What follows belongs to an exercise in optimizing a design on an open flow for a short achievable clock period and few clock cycles; a production flow would make more cautious choices. Function was checked by simulation only, so behaviour that the tests miss may differ from the original. No activity file was given, so power comes from the tool's default toggle rates.

==> 03-09: inputs <==
// crc_frame_enc
module crc_frame_enc (
    input  wire        clk,
    input  wire        rst,         
    input  wire        cmd_valid,
    output wire        cmd_ready,
    input  wire [15:0] cmd,
    output reg         rsp_valid,
    output reg  [2:0]  rsp_kind,
    output reg  [63:0] rsp_data
);
export LEC_CHECK = 0
export ABC_CLOCK_PERIOD_IN_PS = 2000
export CAP_MARGIN = 20
export CORE_MARGIN = 2
export CORE_UTILIZATION = 35
export PLACE_DENSITY = 0.55
export SETUP_SLACK_MARGIN = 4.3
export SLEW_MARGIN = 20
create_clock -name core_clock -period 6.5 [get_ports {clk}]
run.sh (not shown) runs the stock make flow with config.mk's settings and CLKGATE_MAP_FILE= SYNTH_SCRIPT=/design/flow/synth_recipe.tcl, a recipe that flattens the netlist after the stock synthesis.
==> 06-22 (differences from 03-09) <==
--- a/flow/design.v
+++ b/flow/design.v
@@ -86,28 +86,30 @@
     reg        slotv;
     reg [15:0] cks;
     reg        cksv;
     reg [3:0]  seq;
     reg        repv;
-    reg [1:0]  phase;
+    reg [3:0]  ph;           
     reg [2:0]  err;
-    reg [9:0]  pend;         
+    reg [9:0]  low;          
+    reg [9:0]  rest;         
     reg        push_en;      
-    wire ph_load  = (phase == PH_LOAD);
-    wire ph_emit  = (phase == PH_EMIT);
-    wire ph_done  = (phase == PH_DONE);
-    wire ph_fault = (phase == PH_FAULT);
+    wire ph_load  = ph[0];
+    wire ph_emit  = ph[1];
+    wire ph_done  = ph[2];
+    wire ph_fault = ph[3];
+    wire [1:0] phase = {ph_done || ph_fault, ph_emit || ph_fault};
     wire wp_full  = wp[6];
     wire [8:1] chunk_nz;
     genvar g;
     generate
         for (g = 1; g <= 8; g = g + 1) begin : g_nz
             assign chunk_nz[g] = |{pay[7*g+6], pay[7*g+5], pay[7*g+4], pay[7*g+3],
                                    pay[7*g+2], pay[7*g+1], pay[7*g]};
         end
     endgenerate
-    wire [9:0] low = pend & ~(pend - 10'd1);
+    wire [9:0] rest_low = rest & ~(rest - 10'd1);
     reg  [3:0] low_idx;
     reg  [3:0] seq_after;
     integer k;
     always @(*) begin
         low_idx   = 4'd0;
@@ -132,22 +134,22 @@
     wire do_clr   = b_v && (b_rst || b_new);
     wire do_push  = push_en;
     wire do_slot  = b_v && b_slot  && !f_slot;
     wire do_start = b_v && b_start && !f_start;
     wire do_emit  = b_v && b_next  && ph_emit;
-    reg [1:0] phase_nx;
+    reg [3:0] ph_nx;
     reg [6:0] wp_nx;
     always @(*) begin
-        phase_nx = phase;
+        ph_nx = ph;
         if (rst_q || do_clr)
-            phase_nx = PH_LOAD;
+            ph_nx = 4'b0001;
         else if (b_v && fault)
-            phase_nx = PH_FAULT;
+            ph_nx = 4'b1000;
         else if (do_start)
-            phase_nx = PH_EMIT;
+            ph_nx = 4'b0010;
         else if (do_emit && low[9])
-            phase_nx = PH_DONE;
+            ph_nx = 4'b0100;
         wp_nx = wp;
         if (rst_q || do_clr)
             wp_nx = 7'd0;
         else if (do_push)
             wp_nx = wp + 7'd1;
@@ -160,12 +162,12 @@
                 pay[i] <= pay[i+1];
             pay[63] <= b_byte;
         end
     end
     always @(posedge clk) begin
-        push_en <= i_acc && i_push && (phase_nx == PH_LOAD) && !wp_nx[6];
-        phase   <= phase_nx;
+        push_en <= i_acc && i_push && ph_nx[0] && !wp_nx[6];
+        ph      <= ph_nx;
         wp      <= wp_nx;
         if (rst_q) begin
             crc_r  <= 16'hFFFF;
             pcrc   <= 16'hFFFF;
             slot_b <= 1'b0;
@@ -173,11 +175,12 @@
             cks    <= 16'h0000;
             cksv   <= 1'b0;
             seq    <= 4'd0;
             repv   <= 1'b0;
             err    <= 3'd0;
-            pend   <= 10'd0;
+            low    <= 10'd0;
+            rest   <= 10'd0;
         end else begin
             if (b_v && (b_rst || b_init))
                 crc_r <= 16'hFFFF;
             else if (b_v && b_upd)
                 crc_r <= crc_step(crc_r, 8'h00) ^ b_mb;
@@ -202,14 +205,17 @@
                 repv <= 1'b0;
             end else if (do_emit) begin
                 seq  <= seq_after;
                 repv <= 1'b1;
             end
-            if (do_start)
-                pend <= {1'b1, chunk_nz, 1'b1};
-            else if (do_emit)
-                pend <= pend & ~low;
+            if (do_start) begin
+                low  <= 10'd1;
+                rest <= {1'b1, chunk_nz, 1'b0};
+            end else if (do_emit) begin
+                low  <= rest_low;
+                rest <= rest & ~rest_low;
+            end
             if (do_clr)
                 err <= 3'd0;
             else if (b_v && fault && !ph_fault)
                 err <= fcode;
         end
@@ -220,22 +226,19 @@
         chunk = {24'd0, cks, (slot_b ? SLOT_B : SLOT_A), pay[63]} & {56{low[9]}};
         for (s = 0; s < 9; s = s + 1)
             chunk = chunk | ({pay[7*s+6], pay[7*s+5], pay[7*s+4], pay[7*s+3],
                               pay[7*s+2], pay[7*s+1], pay[7*s]} & {56{low[s]}});
     end
+    wire r_rep = b_next && ph_emit;
+    wire r_end = b_next && ph_done;
     always @(posedge clk) begin
         rsp_valid <= !rst && b_v;
-        rsp_kind  <= fault                  ? K_FAULT  :
-                     b_stat                 ? K_STAT   :
-                     b_rd                   ? K_VAL16  :
-                     b_chk                  ? K_BOOL   :
-                     (b_next && ph_emit)    ? K_REPORT :
-                     (b_next && ph_done)    ? K_END    :
-                                              K_OK;
-        rsp_data  <= fault               ? {61'd0, fcode} :
-                     b_stat              ? {32'd0, stat_word} :
-                     b_rd                ? {48'd0, crc_r} :
-                     b_chk               ? {63'd0, (crc_r == 16'hF0B8)} :
-                     (b_next && ph_emit) ? {WRITE_FLAG | {4'd0, low_idx}, chunk} :
-                                           64'd0;
+        rsp_kind  <= {fault || b_stat || r_end,
+                      fault || b_chk  || r_rep,
+                      b_stat || b_rd  || r_rep};
+        rsp_data  <= ({64{fault}}  & {61'd0, fcode}) |
+                     ({64{b_stat}} & {32'd0, stat_word}) |
+                     ({64{b_rd}}   & {48'd0, crc_r}) |
+                     ({64{b_chk}}  & {63'd0, (crc_r == 16'hF0B8)}) |
+                     ({64{r_rep}}  & {WRITE_FLAG | {4'd0, low_idx}, chunk});
     end
 endmodule
--- a/flow/config.mk
+++ b/flow/config.mk
@@ -8,7 +8,7 @@
 export ABC_CLOCK_PERIOD_IN_PS = 2000
 export CAP_MARGIN = 20
 export CORE_MARGIN = 2
 export CORE_UTILIZATION = 35
 export PLACE_DENSITY = 0.55
-export SETUP_SLACK_MARGIN = 4.3
+export SETUP_SLACK_MARGIN = 4.5
 export SLEW_MARGIN = 20
==> qor summary <==
Status: 03-09 no timing/DRC/antenna violations; 06-22 no timing/DRC/antenna violations
Crit path largest cell delay: 03-09 0.39 ns; 06-22 0.36 ns
Post-synthesis sequential area ratio: 03-09 0.701; 06-22 0.744
Internal power summed over all cells: 03-09 7.34 mW; 06-22 7.23 mW
Overall power consumption: 03-09 9.25 mW; 06-22 9.10 mW
Initial antenna violation count: 03-09 4; 06-22 8
Static power due to leakage: 03-09 9.87 nW; 06-22 9.19 nW
Share of the synthesized area in the top cell type: 03-09 0.569; 06-22 0.597
Power attributed to the clock group: 03-09 4.47 mW; 06-22 4.25 mW
Tightest hold margin: 03-09 0.402 ns; 06-22 0.405 ns
Largest net degree at the start of global routing: 03-09 192; 06-22 211
Count of standard-cell rows: 03-09 101; 06-22 99
Clk network pwr share: 03-09 0.483; 06-22 0.467
Non-clock buffer total of the final layout: 03-09 148; 06-22 120
Pre-Repair DR Iteration Count: 03-09 6; 06-22 8
Synth-to-layout area growth: 03-09 21.8%; 06-22 19.1%
Sw frac: 03-09 0.206; 06-22 0.205
Antenna diodes: 03-09 0; 06-22 2
Reg-to-reg critical path startpoint: 03-09 pend[7]; 06-22 pay[14][3]
Detailed-route wire length per cell: 03-09 29.7 um; 06-22 34.5 um
XOR/XNOR share of the synthesized area: 03-09 0.0235; 06-22 0.0245
Simple-gate share of the synthesized area: 03-09 0.106; 06-22 0.0849
TritonCTS buffer count: 03-09 76; 06-22 74
Testbench counts of 03-09, summed over its fixed seeds: cycles 19,204.
Testbench counts of 06-22, summed over its fixed seeds: cycles 19,204.

what the ideal ports hide:
No port has a modelled driver above. Below, the same layouts with a new extraction and two added sets of constraints.
Step 1: set_driving_cell puts a clkbuf_16 on clk and a buf_2 on each other input, an assumption about the parent block.
Step 2 moves the port delays by t, midway between the first and last clock arrival at a register: inputs arrive t later, outputs are due t later. That takes back most of the time a late clock gives input paths.
Slacks: no drivers / after step 1 / after step 2; pairs: no drivers / after step 1.
run	t (ns)	setup WS [ns]	hold WS [ns]
03-09	0.694	4.047 / 3.988 / 3.732	0.402 / 0.402 / 0.402
06-22	0.696	4.113 / 4.047 / 3.958	0.405 / 0.405 / 0.405
After both steps every run listed still meets setup and hold. The setup slack of 03-09, which loses most, moves by -0.059 ns with the drivers and by -0.315 ns with both steps.
